What follows belongs to an exercise in optimizing a design on an open flow for small area; a production flow would make more cautious choices. RTL that was checked went through simulation tests only; none was proved equivalent to the original. Power is estimated from default activity; no workload was simulated.

==> job 2982: inputs <==
## juu_core
module juu_core (
    input  wire        clk,
    input  wire        rst,         
    input  wire        run,         
    output wire [12:0] cs_addr,
    input  wire [39:0] cw,
    output wire [15:0] mem_addr,
    input  wire [15:0] mem_rdata,
    output wire        mem_we,
    output wire [15:0] bus_value,   
    output wire        halted,
    output wire [1:0]  fault,       
    input  wire [3:0]  dbg_sel,
    output reg  [15:0] dbg_data
);
==> module juu_alu, before the edit <==
module juu_alu (
    input  wire [15:0] a,
    input  wire [15:0] b,
    input  wire [2:0]  op,
    input  wire        cin,
    output wire [15:0] r1
);
    wire op1 = (op == 3'd1);
    wire op2 = (op == 3'd2);
    wire op3 = (op == 3'd3);
    wire tx  = (op == 3'd3) | (op == 3'd4) | (op == 3'd5) | (op == 3'd7);
    wire t11 = (op == 3'd1) | (op == 3'd2) | (op == 3'd5) | (op == 3'd6) | (op == 3'd7);
    wire t00 = (op == 3'd1) | (op == 3'd2) | (op == 3'd7);
    wire [15:0] t = a ^ b;
    wire [15:0] k = a & b;
    wire [15:0] z = ~(a | b);
    wire [15:0] p = ({16{tx}} & t) | ({16{t11}} & k) | ({16{t00}} & z);
    wire [15:0] g = ({16{op3}} & k) | ({16{op1}} & a & t) | ({16{op2}} & b & t);
    reg [16:0] gg, pp;
    integer l, i;
    always @(*) begin
        gg = {g, cin};
        pp = {p, 1'b0};
        for (l = 0; l < 4; l = l + 1)
            for (i = 0; i < 16; i = i + 1)
                if (i & (1 << l)) begin
                    gg[i] = gg[i] | (pp[i] & gg[((i >> l) << l) - 1]);
                    pp[i] = pp[i] & pp[((i >> l) << l) - 1];
                end
    end
    assign r1 = p ^ gg[15:0];
endmodule
Settings: LEC_CHECK=0, CAP_MARGIN=10, CORE_MARGIN=2, CORE_UTILIZATION=40, PLACE_DENSITY=0.85, SLEW_MARGIN=10; clock period 8.5 ns.
standard.sh (not shown) runs the stock make flow with config.mk's settings and CLKGATE_MAP_FILE= SYNTH_SCRIPT=/design/flow/synth_recipe.tcl, a recipe that flattens the netlist after the stock synthesis.
==> flow/flow/run.sh <==
#!/bin/bash
# Own layout flow: the standard ORFS flow (standard.sh) with
#  - the standard synthesis script (synth_recipe.tcl), except that ABC maps the
#    combinational logic with flow/area.abc and no adder cells are extracted
#    (registers are mapped by dfflibmap before ABC runs, so they are exactly
#    the standard synthesis's);
#  - port buffers of the smallest buffer cell;
#  - a clock tree of small clock buffers without dummy loads;
#  - no timing-driven global placement.
# Each tool's output goes to a log file in this folder.
set -euo pipefail
W=$(pwd)
CTS="-sink_clustering_enable -repair_clock_nets -dont_use_dummy_load -buf_list sky130_fd_sc_hd__clkbuf_4 -sink_clustering_size 10 -sink_clustering_max_diameter 40"
{
  head -n 1 synth_recipe.tcl
  cat <<EOF
proc abc {args} {
  set i [lsearch -exact \$args -script]
  if {\$i >= 0} { set args [lreplace \$args \$i [expr {\$i + 1}] -script $W/flow/area.abc] }
  puts "abc with own script: \$args"
  yosys abc {*}\$args
}
EOF
  tail -n +2 synth_recipe.tcl
} > own_synth.tcl
bash standard.sh \
  SYNTH_SCRIPT=$W/own_synth.tcl \
  ABC_AREA=1 \
  ADDER_MAP_FILE= \
  GPL_TIMING_DRIVEN=0 \
  "BUFFER_PORTS_ARGS=-buffer_cell sky130_fd_sc_hd__buf_1" \
  "CTS_ARGS=$CTS" \
  finish > flow.log 2>&1
==> flow/flow/area.abc <==
strash
&get -n
&st
&dch -f
&nf -a -R 1000
&put
==> job 1632: changes against job 2982 <==
--- a/flow/design.v
+++ b/flow/design.v
@@ -1,37 +1,43 @@
 module juu_alu (
     input  wire [15:0] a,
     input  wire [15:0] b,
     input  wire [2:0]  op,
     input  wire        cin,
     output wire [15:0] r1
 );
-    wire op1 = (op == 3'd1);
-    wire op2 = (op == 3'd2);
-    wire op3 = (op == 3'd3);
-    wire tx  = (op == 3'd3) | (op == 3'd4) | (op == 3'd5) | (op == 3'd7);
-    wire t11 = (op == 3'd1) | (op == 3'd2) | (op == 3'd5) | (op == 3'd6) | (op == 3'd7);
-    wire t00 = (op == 3'd1) | (op == 3'd2) | (op == 3'd7);
-    wire [15:0] t = a ^ b;
-    wire [15:0] k = a & b;
-    wire [15:0] z = ~(a | b);
-    wire [15:0] p = ({16{tx}} & t) | ({16{t11}} & k) | ({16{t00}} & z);
-    wire [15:0] g = ({16{op3}} & k) | ({16{op1}} & a & t) | ({16{op2}} & b & t);
+    reg [15:0] p, g;
+    always @(*) begin
+        case (op)
+            3'd1:    begin p = ~(a ^ b); g = a & ~b; end
+            3'd2:    begin p = ~(a ^ b); g = ~a & b; end
+            3'd3:    begin p = a ^ b;    g = a & b;  end
+            3'd4:    begin p = a ^ b;    g = 16'h0000; end
+            3'd5:    begin p = a | b;    g = 16'h0000; end
+            3'd6:    begin p = a & b;    g = 16'h0000; end
+            3'd7:    begin p = 16'hFFFF; g = 16'h0000; end
+            default: begin p = 16'h0000; g = 16'h0000; end
+        endcase
+    end
     reg [16:0] gg, pp;
     integer l, i;
     always @(*) begin
         gg = {g, cin};
         pp = {p, 1'b0};
-        for (l = 0; l < 4; l = l + 1)
-            for (i = 0; i < 16; i = i + 1)
-                if (i & (1 << l)) begin
-                    gg[i] = gg[i] | (pp[i] & gg[((i >> l) << l) - 1]);
-                    pp[i] = pp[i] & pp[((i >> l) << l) - 1];
-                end
+        for (l = 0; l < 5; l = l + 1)
+            for (i = (2 << l) - 1; i < 17; i = i + (2 << l)) begin
+                gg[i] = gg[i] | (pp[i] & gg[i - (1 << l)]);
+                pp[i] = pp[i] & pp[i - (1 << l)];
+            end
+        for (l = 3; l >= 0; l = l - 1)
+            for (i = 3 * (1 << l) - 1; i < 17; i = i + (2 << l)) begin
+                gg[i] = gg[i] | (pp[i] & gg[i - (1 << l)]);
+                pp[i] = pp[i] & pp[i - (1 << l)];
+            end
     end
     assign r1 = p ^ gg[15:0];
 endmodule
 module juu_core (
     input  wire        clk,
     input  wire        rst,         
     input  wire        run,         
     output wire [12:0] cs_addr,
@@ -91,70 +97,50 @@
     juu_alu u_alu (
         .a   (alu_a),
         .b   (alu_b),
         .op  (cw_op),
         .cin (cw_cin),
         .r1  (alu_r)
     );
     wire nrst    = ~rst;
-    wire sel_mem = cw_memrd;
-    wire sel_seg = segrd;
-    wire sel_reg = regrd;
-    wire sel_alu = cw_aluen;
+    wire sel_mem = cw_memrd & nrst;
+    wire sel_seg = segrd & nrst;
+    wire sel_reg = regrd & nrst;
+    wire sel_alu = cw_aluen & nrst;
     wire sel_sl  = sel_alu & cw_shl;
     wire sel_sr  = sel_alu & cw_shr;
     wire sel_s0  = sel_alu & ~cw_shl & ~cw_shr;
     reg [15:0] bus;
     integer k;
     always @(*) begin
         bus = ({16{sel_mem}} & mem_rdata)
             | ({16{sel_s0}}  & alu_r)
             | ({16{sel_sl}}  & {alu_r[14:0], 1'b0})
             | ({16{sel_sr}}  & {1'b0, alu_r[15:1]});
         for (k = 0; k < 4; k = k + 1)
             bus = bus | ({16{sel_seg & (cw_ssel == k)}} & seg[k]);
         for (k = 0; k < 8; k = k + 1)
             bus = bus | ({16{sel_reg & (rsel == k)}} & gpr[k]);
     end
-    reg [7:0] we_r, ho_r;
-    reg [3:0] we_s, ho_s;
-    reg       we_m, ho_m, we_a, ho_a, we_b, ho_b, we_i, ho_i;
-    always @(*) begin
-        for (k = 0; k < 8; k = k + 1) begin
-            we_r[k] = nrst & execute & regwr & (rsel == k);
-            ho_r[k] = nrst & ~(execute & regwr & (rsel == k));
-        end
-        for (k = 0; k < 4; k = k + 1) begin
-            we_s[k] = nrst & execute & segwr & (cw_ssel == k);
-            ho_s[k] = nrst & ~(execute & segwr & (cw_ssel == k));
-        end
-        we_m = nrst & execute & cw_marwr;   ho_m = nrst & ~(execute & cw_marwr);
-        we_a = nrst & execute & cw_aluAwr;  ho_a = nrst & ~(execute & cw_aluAwr);
-        we_b = nrst & execute & cw_aluBwr;  ho_b = nrst & ~(execute & cw_aluBwr);
-        we_i = nrst & execute & cw_irwr;    ho_i = nrst & ~(execute & cw_irwr);
-    end
-    function [15:0] upd(input we, input ho, input [15:0] d, input [15:0] q);
-        upd = ({16{we}} & d) | ({16{ho}} & q);
-    endfunction
-    wire [15:0] ir_d = upd(we_i, ho_i, bus, ir);
+    wire wr_all = rst;
     integer i;
     always @(posedge clk) begin
         for (i = 0; i < 8; i = i + 1)
-            gpr[i] <= upd(we_r[i], ho_r[i], bus, gpr[i]);
+            if (wr_all | (execute & regwr & (rsel == i))) gpr[i] <= bus;
         for (i = 0; i < 4; i = i + 1)
-            seg[i] <= upd(we_s[i], ho_s[i], bus, seg[i]);
-        mar   <= upd(we_m, ho_m, bus, mar);
-        alu_a <= upd(we_a, ho_a, bus, alu_a);
-        alu_b <= upd(we_b, ho_b, bus, alu_b);
-        ir    <= ir_d;
+            if (wr_all | (execute & segwr & (cw_ssel == i))) seg[i] <= bus;
+        if (wr_all | (execute & cw_marwr))  mar   <= bus;
+        if (wr_all | (execute & cw_aluAwr)) alu_a <= bus;
+        if (wr_all | (execute & cw_aluBwr)) alu_b <= bus;
+        if (wr_all | (execute & cw_irwr))   ir    <= bus;
         if (rst)
             mir <= 6'd0;
         else if (execute & cw_mirwr)
-            mir <= ir_d[15:10];
+            mir <= cw_irwr ? bus[15:10] : ir[15:10];
         else if (execute & cw_decode)
             mir <= {1'b0, ir[15:11]};
         if (rst)
             mpc <= 7'd0;
         else if (execute)
             mpc <= cw_mpcclr ? 7'd1 : mpc + 7'd1;
         if (rst)
             stat <= 2'd0;
==> flow/run.sh (new file) <==
#!/bin/bash
# synth_recipe.tcl (not shown) runs the flow's synth.tcl, then flattens the netlist and writes it again
# the make line also repeats each setting of config.mk as NAME=value (left out here)
make -C /OpenROAD-flow-scripts/flow DESIGN_CONFIG=/design/flow/config.mk WORK_HOME=/design/flow/orfs CLKGATE_MAP_FILE= SYNTH_SCRIPT=/design/flow/synth_recipe.tcl finish
- CAP_MARGIN: 10 -> 20
- PLACE_DENSITY: 0.85 -> 0.6
- SLEW_MARGIN: 10 -> 20
removed: flow/flow/run.sh
removed: flow/flow/area.abc
removed: flow/standard.sh
==> job 7490: changes against job 2982 <==
--- a/flow/design.v
+++ b/flow/design.v
@@ -16,22 +16,26 @@
     wire [15:0] z = ~(a | b);
     wire [15:0] p = ({16{tx}} & t) | ({16{t11}} & k) | ({16{t00}} & z);
     wire [15:0] g = ({16{op3}} & k) | ({16{op1}} & a & t) | ({16{op2}} & b & t);
     reg [16:0] gg, pp;
     integer l, i;
     always @(*) begin
         gg = {g, cin};
         pp = {p, 1'b0};
-        for (l = 0; l < 4; l = l + 1)
-            for (i = 0; i < 16; i = i + 1)
-                if (i & (1 << l)) begin
-                    gg[i] = gg[i] | (pp[i] & gg[((i >> l) << l) - 1]);
-                    pp[i] = pp[i] & pp[((i >> l) << l) - 1];
-                end
+        for (l = 0; l < 5; l = l + 1)
+            for (i = (2 << l) - 1; i < 17; i = i + (2 << l)) begin
+                gg[i] = gg[i] | (pp[i] & gg[i - (1 << l)]);
+                pp[i] = pp[i] & pp[i - (1 << l)];
+            end
+        for (l = 3; l >= 0; l = l - 1)
+            for (i = 3 * (1 << l) - 1; i < 17; i = i + (2 << l)) begin
+                gg[i] = gg[i] | (pp[i] & gg[i - (1 << l)]);
+                pp[i] = pp[i] & pp[i - (1 << l)];
+            end
     end
     assign r1 = p ^ gg[15:0];
 endmodule
 module juu_core (
     input  wire        clk,
     input  wire        rst,         
     input  wire        run,         
     output wire [12:0] cs_addr,
--- a/flow/flow/run.sh
+++ b/flow/flow/run.sh
@@ -5,17 +5,17 @@
 #    (registers are mapped by dfflibmap before ABC runs, so they are exactly
 #    the standard synthesis's);
 #  - port buffers of the smallest buffer cell;
 #  - a clock tree of small clock buffers without dummy loads;
 #  - no timing-driven global placement.
 # Each tool's output goes to a log file in this folder.
 set -euo pipefail
 W=$(pwd)
-CTS="-sink_clustering_enable -repair_clock_nets -dont_use_dummy_load -buf_list sky130_fd_sc_hd__clkbuf_4 -sink_clustering_size 10 -sink_clustering_max_diameter 40"
+CTS="-sink_clustering_enable -repair_clock_nets -dont_use_dummy_load -buf_list sky130_fd_sc_hd__clkbuf_8 -sink_clustering_size 14 -sink_clustering_max_diameter 60"
 {
   head -n 1 synth_recipe.tcl
   cat <<EOF
 proc abc {args} {
   set i [lsearch -exact \$args -script]
   if {\$i >= 0} { set args [lreplace \$args \$i [expr {\$i + 1}] -script $W/flow/area.abc] }
   puts "abc with own script: \$args"
   yosys abc {*}\$args
==> flow/flow/area.abc (replaced) <==
strash
dc2
&get -n
&st
&dch -f
&nf -a -R 1000
&put
- CORE_UTILIZATION: 40 -> 65
- PLACE_DENSITY: 0.85 -> 0.75
==> job 6014: changes against job 2982 <==
--- a/flow/design.v
+++ b/flow/design.v
@@ -16,22 +16,26 @@
     wire [15:0] z = ~(a | b);
     wire [15:0] p = ({16{tx}} & t) | ({16{t11}} & k) | ({16{t00}} & z);
     wire [15:0] g = ({16{op3}} & k) | ({16{op1}} & a & t) | ({16{op2}} & b & t);
     reg [16:0] gg, pp;
     integer l, i;
     always @(*) begin
         gg = {g, cin};
         pp = {p, 1'b0};
-        for (l = 0; l < 4; l = l + 1)
-            for (i = 0; i < 16; i = i + 1)
-                if (i & (1 << l)) begin
-                    gg[i] = gg[i] | (pp[i] & gg[((i >> l) << l) - 1]);
-                    pp[i] = pp[i] & pp[((i >> l) << l) - 1];
-                end
+        for (l = 0; l < 5; l = l + 1)
+            for (i = (2 << l) - 1; i < 17; i = i + (2 << l)) begin
+                gg[i] = gg[i] | (pp[i] & gg[i - (1 << l)]);
+                pp[i] = pp[i] & pp[i - (1 << l)];
+            end
+        for (l = 3; l >= 0; l = l - 1)
+            for (i = 3 * (1 << l) - 1; i < 17; i = i + (2 << l)) begin
+                gg[i] = gg[i] | (pp[i] & gg[i - (1 << l)]);
+                pp[i] = pp[i] & pp[i - (1 << l)];
+            end
     end
     assign r1 = p ^ gg[15:0];
 endmodule
 module juu_core (
     input  wire        clk,
     input  wire        rst,         
     input  wire        run,         
     output wire [12:0] cs_addr,
--- a/flow/flow/run.sh
+++ b/flow/flow/run.sh
@@ -5,17 +5,17 @@
 #    (registers are mapped by dfflibmap before ABC runs, so they are exactly
 #    the standard synthesis's);
 #  - port buffers of the smallest buffer cell;
 #  - a clock tree of small clock buffers without dummy loads;
 #  - no timing-driven global placement.
 # Each tool's output goes to a log file in this folder.
 set -euo pipefail
 W=$(pwd)
-CTS="-sink_clustering_enable -repair_clock_nets -dont_use_dummy_load -buf_list sky130_fd_sc_hd__clkbuf_4 -sink_clustering_size 10 -sink_clustering_max_diameter 40"
+CTS="-sink_clustering_enable -repair_clock_nets -dont_use_dummy_load -buf_list sky130_fd_sc_hd__clkbuf_8 -sink_clustering_size 14 -sink_clustering_max_diameter 60"
 {
   head -n 1 synth_recipe.tcl
   cat <<EOF
 proc abc {args} {
   set i [lsearch -exact \$args -script]
   if {\$i >= 0} { set args [lreplace \$args \$i [expr {\$i + 1}] -script $W/flow/area.abc] }
   puts "abc with own script: \$args"
   yosys abc {*}\$args
==> flow/flow/area.abc (replaced) <==
strash
dc2
&get -n
&st
&dch -f
&nf -a -R 1000
&put
- CAP_MARGIN: 10 -> 20
- PLACE_DENSITY: 0.85 -> 0.6
- SLEW_MARGIN: 10 -> 20
==> comparison table <==
metric	job 1632	job 2982	job 7490	job 6014
Result of the run	timing/DRC/antenna clean	timing/DRC/antenna clean	timing/DRC/antenna clean	timing/DRC/antenna clean
Multi-input gate count	756	1062	1081	1081
Static leakage	6.23 nW	4.60 nW	4.67 nW	4.76 nW
Floorplan Core Area	35400 µm²	29600 µm²	17900 µm²	28900 µm²
Dpl ws	0.374 ns	-0.650 ns	-1.90 ns	-1.76 ns
Clk_skew	0.0129 ns	0.0965 ns	0.0334 ns	0.0405 ns
H-tree level count	1	2	1	1
Design Power	0.00403 W	0.00227 W	0.00233 W	0.00242 W
Top layer in use	met4	met5	met5	met5
R2R Path End	mir[2]$_SDFFE_PP0P_	mir[0]$_SDFFE_PP0P_	mir[4]$_SDFFE_PP0P_	mir[4]$_SDFFE_PP0P_
Final standard cell utilization of the core	0.487	0.462	0.781	0.495
Proportion of synthesized area in mux cells	0.0197	0.00809	0.00540	0.00540
# placed instances	1715	1876	1752	1920
Area fraction in and, or, nand and nor cells after synthesis	0.0970	0.166	0.191	0.191
Placer congestion estimate	0.928	1.00	1.02	0.966
Highest clock rate	123 MHz	122 MHz	121 MHz	121 MHz
Fraction of the mapped netlist area in adder cells	0.0622	0.000829	0.000846	0.000846
Antenna violations before repair	0	4	3	1
Clock transition at the register clock pins on the worst setup and hold paths after CTS	0.06 ns	0.09 ns	0.09 ns	0.09 ns
Commonest register cell after synthesis	edfxtp_1	dfxtp_1	dfxtp_1	dfxtp_1
Synthesized area	14300 µm²	12100 µm²	11800 µm²	11800 µm²
Share of the final layout cell area in multi-input gates	0.346	0.493	0.480	0.468
Function not checked in job 1632, job 7490 and job 6014: the RTL went through the layout flow alone.

static timing again, ports no longer ideal:
The flow's constraints put no driver on any port. The routed layouts listed below were extracted and timed again, unchanged, in two steps. Step 1 (the two cells are an assumption about what drives the block):
set clk [get_ports {clk}]
set_driving_cell -lib_cell sky130_fd_sc_hd__clkbuf_16 $clk
set_driving_cell -lib_cell sky130_fd_sc_hd__buf_2 [delete_from_list [all_inputs] $clk]
Step 2 times the ports against the registers' clock, not the clock port: input delays grow and output delays shrink by t, the midpoint of the rising clock arrivals with the driver on. Slacks: ideal ports / drivers / drivers and shift; pairs: ideal ports / drivers.
| run | t (ns) | setup WS [ns] | latest minus earliest clock arrival (ns) | pins driven straight from the clock port |
|---|---|---|---|---|
| job 2982 | 0.686 | 0.324 / 0.293 / 0.293 | 0.097 / 0.097 | 1 |
| job 1632 | 0.595 | 0.402 / 0.376 / 0.376 | 0.013 / 0.013 | 1 |
| job 7490 | 0.590 | 0.246 / 0.225 / 0.225 | 0.033 / 0.034 | 1 |
| job 6014 | 0.650 | 0.242 / 0.212 / 0.212 | 0.040 / 0.040 | 1 |
After both steps every run listed still meets setup and hold. The setup slack of job 2982, which loses most, moves by -0.031 ns with the drivers and by -0.031 ns with both steps.
